Source: an optimization exercise on an open RTL-to-GDS flow (aim: small area, a short achievable clock period and few clock cycles per item). Production flows keep margins and buffers that such runs may drop.
In this exercise RTL edits were held to simulation tests only and were not proved equivalent to the original.

==> 09-12: inputs <==
Design iar_stream_codec, start of the top module:
module iar_stream_codec (
    input  wire        clk,
    input  wire        rst,
    input  wire        cmd_valid,
    output wire        cmd_ready,
    input  wire [31:0] cmd_word,
    input  wire [31:0] cmd_a0,
    input  wire [31:0] cmd_a1,
    input  wire [71:0] cmd_data,
    input  wire [3:0]  cmd_len,
    output reg         rsp_valid,
    output wire [7:0]  rsp_status,
    output reg  [31:0] rsp_r0,
    output wire [31:0] rsp_r1,
    output wire [71:0] rsp_out,
    output wire [3:0]  rsp_len
);
    localparam [3:0] ST_OK             = 4'd0;
    localparam [3:0] ST_CONFIG_ERR     = 4'd1;
    localparam [3:0] ST_MALFORMED      = 4'd3;
    localparam [3:0] ST_ALLOC_ERR      = 4'd4;
    localparam [3:0] ST_ILLEGAL        = 4'd5;
    localparam [3:0] ST_QRANGE_ERR     = 4'd8;
    localparam [3:0] ST_NOT_CONFIGURED = 4'd10;
    localparam [31:0] REF_SEED = 32'h40000000;
    localparam integer R = 4;             
    localparam [2:0] K_NOP = 3'd0, K_RST = 3'd1, K_ZZE = 3'd2, K_ZZD = 3'd3,
                     K_CFG = 3'd4, K_SC  = 3'd5, K_SD  = 3'd6, K_ILL = 3'd7;
    localparam [2:0] F_IDLE = 3'd0, F_EXEC = 3'd1, F_NORM = 3'd2, F_DIV = 3'd3,
                     F_ERR  = 3'd5;
    localparam [1:0] B_IDLE = 2'd0, B_NORM = 2'd1, B_MUL = 2'd2, B_PASS = 2'd3;
    localparam [1:0] A_IDLE = 2'd0, A_ADD = 2'd1, A_RSP = 2'd2, A_CFGW = 2'd3;
    localparam [1:0] J_RSP = 2'd0, J_SC = 2'd1, J_SD = 2'd2, J_CFG = 2'd3;
    reg [2:0] f_state;
    reg [1:0] b_state;
    reg [1:0] a_state;
    reg [2:0]  k_kind;
    reg [1:0]  k_ch;       
    reg [71:0] k_data;     
    reg [3:0]  k_len;
    reg [23:0] dm;         
    reg [24:0] rem;        
    reg signed [10:0] xq;  
    reg signed [9:0] dxa;  
    reg        qsg;        
    reg        dz;         
  ...
==> flow/config.mk <==
export PLATFORM = sky130hd
export DESIGN_NAME = iar_stream_codec
export DESIGN_NICKNAME = iar_stream_codec
export VERILOG_FILES = /design/flow/design.v
export SDC_FILE = /design/flow/constraint.sdc
export NUM_CORES = 4
export LEC_CHECK = 0
export ABC_AREA = 1
export CAP_MARGIN = 20
export CORE_MARGIN = 2
export CORE_UTILIZATION = 30
export PLACE_DENSITY = 0.4
export SLEW_MARGIN = 20
==> flow/constraint.sdc <==
create_clock -name core_clock -period 40.0 [get_ports {clk}]
set_input_delay 8.0000 -clock core_clock [delete_from_list [all_inputs] [get_ports {clk}]]
set_output_delay 8.0000 -clock core_clock [all_outputs]
set_load 0.01 [all_outputs]
run.sh (not shown) runs the stock make flow with config.mk's settings and CLKGATE_MAP_FILE= SYNTH_SCRIPT=/design/flow/synth_recipe.tcl, a recipe that flattens the netlist after the stock synthesis.
==> inputs of 04-18, as changes to 09-12 <==
--- a/flow/design.v
+++ b/flow/design.v
@@ -168,14 +168,15 @@
     reg        dz;         
     reg        first;      
     reg        b1;         
     reg [1:0]  nl;         
     reg [2:0]  cnt;        
     reg [31:0] fq;         
     reg [3:0]  e_st;       
+    reg        sc_hz;      
     reg        j_v;
     reg [1:0]  j_kind;
     reg [1:0]  j_ch;
     reg [3:0]  j_st;
     reg [31:0] j_x;        
     reg [24:0] j_rem;      
     reg signed [10:0] j_d;  
@@ -381,15 +382,23 @@
     wire fe_hand  = fe_final &&
                     ((k_kind == K_RST) ? (b_state == B_IDLE && a_state == A_IDLE && !j_v) :
                      (k_kind == K_SD)  ? (j_free && !cfg_pend) : j_free);
     wire sc_wait  = cfg_pend ||
                     ((b_state != B_IDLE) && (b_kind == J_SC) && (b_ch == k_ch)) ||
                     ((a_state != A_IDLE) && (a_kind == J_SC) && (a_ch == k_ch)) ||
                     (j_v && (j_kind == J_SC) && (j_ch == k_ch));
-    assign fe_add    = (f_state == F_EXEC) && (k_kind == K_SC) && !sc_wait;
+    assign fe_add    = (f_state == F_EXEC) && (k_kind == K_SC) && !sc_hz;
+    wire [1:0] in_chi = {in_op[7], in_ch[0]};
+    wire [1:0] hz_ch  = accept ? in_chi : k_ch;
+    wire ba_keep  = (a_state != A_IDLE) && !(a_state == A_ADD && be_add);
+    wire sc_hz_nx = cfg_pend || (fe_hand && k_kind == K_CFG) ||
+                    (accept && fe_hand && k_kind == K_SC && k_ch == in_chi) ||
+                    ((b_state != B_IDLE) && (b_kind == J_SC) && (b_ch == hz_ch)) ||
+                    (ba_keep && (a_kind == J_SC) && (a_ch == hz_ch)) ||
+                    (j_v && (j_kind == J_SC) && (j_ch == hz_ch));
     assign cmd_ready = (f_state == F_IDLE) || fe_hand;
     wire accept = cmd_valid && cmd_ready;
     reg        h_rsp;      
     reg [3:0]  h_st;
     reg [31:0] h_r0;
     always @* begin
         h_rsp = 1'b1;
@@ -412,14 +421,15 @@
             F_DIV: h_rsp = 1'b0;
             default: h_st = e_st;
         endcase
     end
     integer j;
     always @(posedge clk) begin
         rsp_valid <= 1'b0;
+        sc_hz <= sc_hz_nx;
         if (accept) begin
             k_kind <= in_kind;
             k_ch   <= {in_op[7], in_ch[0]};
             k_data <= {cmd_data[71:32], in_cfg ? cmd_a1 : ((in_op == 8'h81) ? cmd_data[31:0] : cmd_a0)};
             k_len  <= cmd_len;
         end
         if (rst) begin
@@ -486,15 +496,15 @@
                 a_x     <= bx;
                 pr      <= (b_state == B_MUL) ? mul_y : 32'd0;
                 a_state <= (b_kind == J_RSP) ? A_RSP : ((b_kind == J_CFG) ? A_CFGW : A_ADD);
             end
             case (f_state)
                 F_EXEC: begin
                     if (k_kind == K_SC) begin
-                        if (!sc_wait) begin
+                        if (!sc_hz) begin
                             dm    <= t_m;
                             rem   <= {1'b0, !d_sub, add_y[22:0]};
                             xq    <= d_sub ? -11'sd126 : ({3'd0, add_y[30:23]} - 11'sd127);
                             dxa   <= t_x;
                             qsg   <= add_y[31];
                             dz    <= d_zero;
                             fq    <= 32'd0;
==> flow/flow/run.sh (new file) <==
#!/bin/bash
# The standard layout (the standard.sh: standard synthesis, floorplan,
# placement, CTS, routing, finish), with timing repair asked to leave this
# much setup slack at the design's clock period, so that it also works on
# paths that already meet the clock. Its full output goes to standard.log.
set -e
export SETUP_SLACK_MARGIN=25
bash standard.sh > standard.log 2>&1
==> flow/standard.sh (new file) <==
#!/bin/bash
# synth_recipe.tcl (not shown) runs the flow's synth.tcl, then flattens the netlist and writes it again
# the make line also repeats each setting of config.mk as NAME=value (left out here)
make -C /OpenROAD-flow-scripts/flow DESIGN_CONFIG=/design/flow/config.mk WORK_HOME=/design/flow/orfs CLKGATE_MAP_FILE= SYNTH_SCRIPT=/design/flow/synth_recipe.tcl "${@:-finish}"
==> flow/config.mk (replaced) <==
export PLATFORM = sky130hd
export DESIGN_NAME = iar_stream_codec
export DESIGN_NICKNAME = iar_stream_codec
export VERILOG_FILES = /design/flow/design.v
export SDC_FILE = /design/flow/constraint.sdc
export NUM_CORES = 4
export LEC_CHECK = 0
export ABC_AREA = 1
export CAP_MARGIN = 20
export CORE_MARGIN = 2
export CORE_UTILIZATION = 40
export PLACE_DENSITY = 0.5
export SLEW_MARGIN = 20
removed: flow/run.sh
==> notes <==
Between 09-12 and 04-18, the lower critical path depth is in 09-12 (gap 5). 09-12 produced a clean layout. 04-18 went through all stages and came out clean. Of 09-12 and 04-18, 09-12 has the higher cell count (gap about 2%, measured against 04-18). In 04-18 the synthesized cell count is larger than in 09-12, by about 1.2%. Between 04-18 and 09-12, the lower hold slack is in 09-12 (gap 13 ps). Between 09-12 and 04-18, the lower non-clock buffer count is in 09-12 (gap 449).
==> figures <==
                                                                     04-18           09-12
Run status                                                  finished clean  finished clean
Count of inverters not on the clock network in the layout             1567            1519
Met3 routed WL                                                    28770 µm        19460 µm
Sequential portion of the cell area                                 24.84%          27.10%
R2r worst-path depth                                                   111             106
Clock buffer count in the final layout                                 123             139
RSZ-0062 raised after global routing                                   yes              no
Critical register-to-register path startpoint                    k_kind[1]       k_kind[2]
Total buffers and inverters traversed by the critical path              23              16
Total number of placement rows                                         166             191
Endpoint with the worst hold slack                                 a_x[16]          a_x[0]
Testbench counts of 09-12, summed over its fixed seeds: cycles 6,502, items 3,872.
Testbench counts of 04-18, summed over its fixed seeds: cycles 6,510, items 3,872.

re-timing with driven ports:
Ports are ideal in the flow. The routed layouts listed here were re-timed in OpenROAD.
Step 1 (the two cells are an assumption about what drives the block):
set clk [get_ports {clk}]
set_driving_cell -lib_cell sky130_fd_sc_hd__clkbuf_16 $clk
set_driving_cell -lib_cell sky130_fd_sc_hd__buf_2 [delete_from_list [all_inputs] $clk]
Step 2 times the ports against the registers' clock, not the clock port: input delays grow and output delays shrink by t, the midpoint of the rising clock arrivals with the driver on.
Slacks: ideal / step 1 / step 2; pairs: ideal / step 1.
run	shift t [ns]	slack for setup (ns)	hold slack, ns	latest minus earliest clock arrival (ns)	slew at the worst register clock pin (ns)
09-12	0.935	16.862 / 16.862 / 16.862	0.401 / 0.401 / 0.401	0.093 / 0.092	0.08 / 0.08
04-18	0.841	24.999 / 24.999 / 24.999	0.414 / 0.414 / 0.414	0.062 / 0.062	0.07 / 0.07
After both steps every run listed still meets setup and hold.
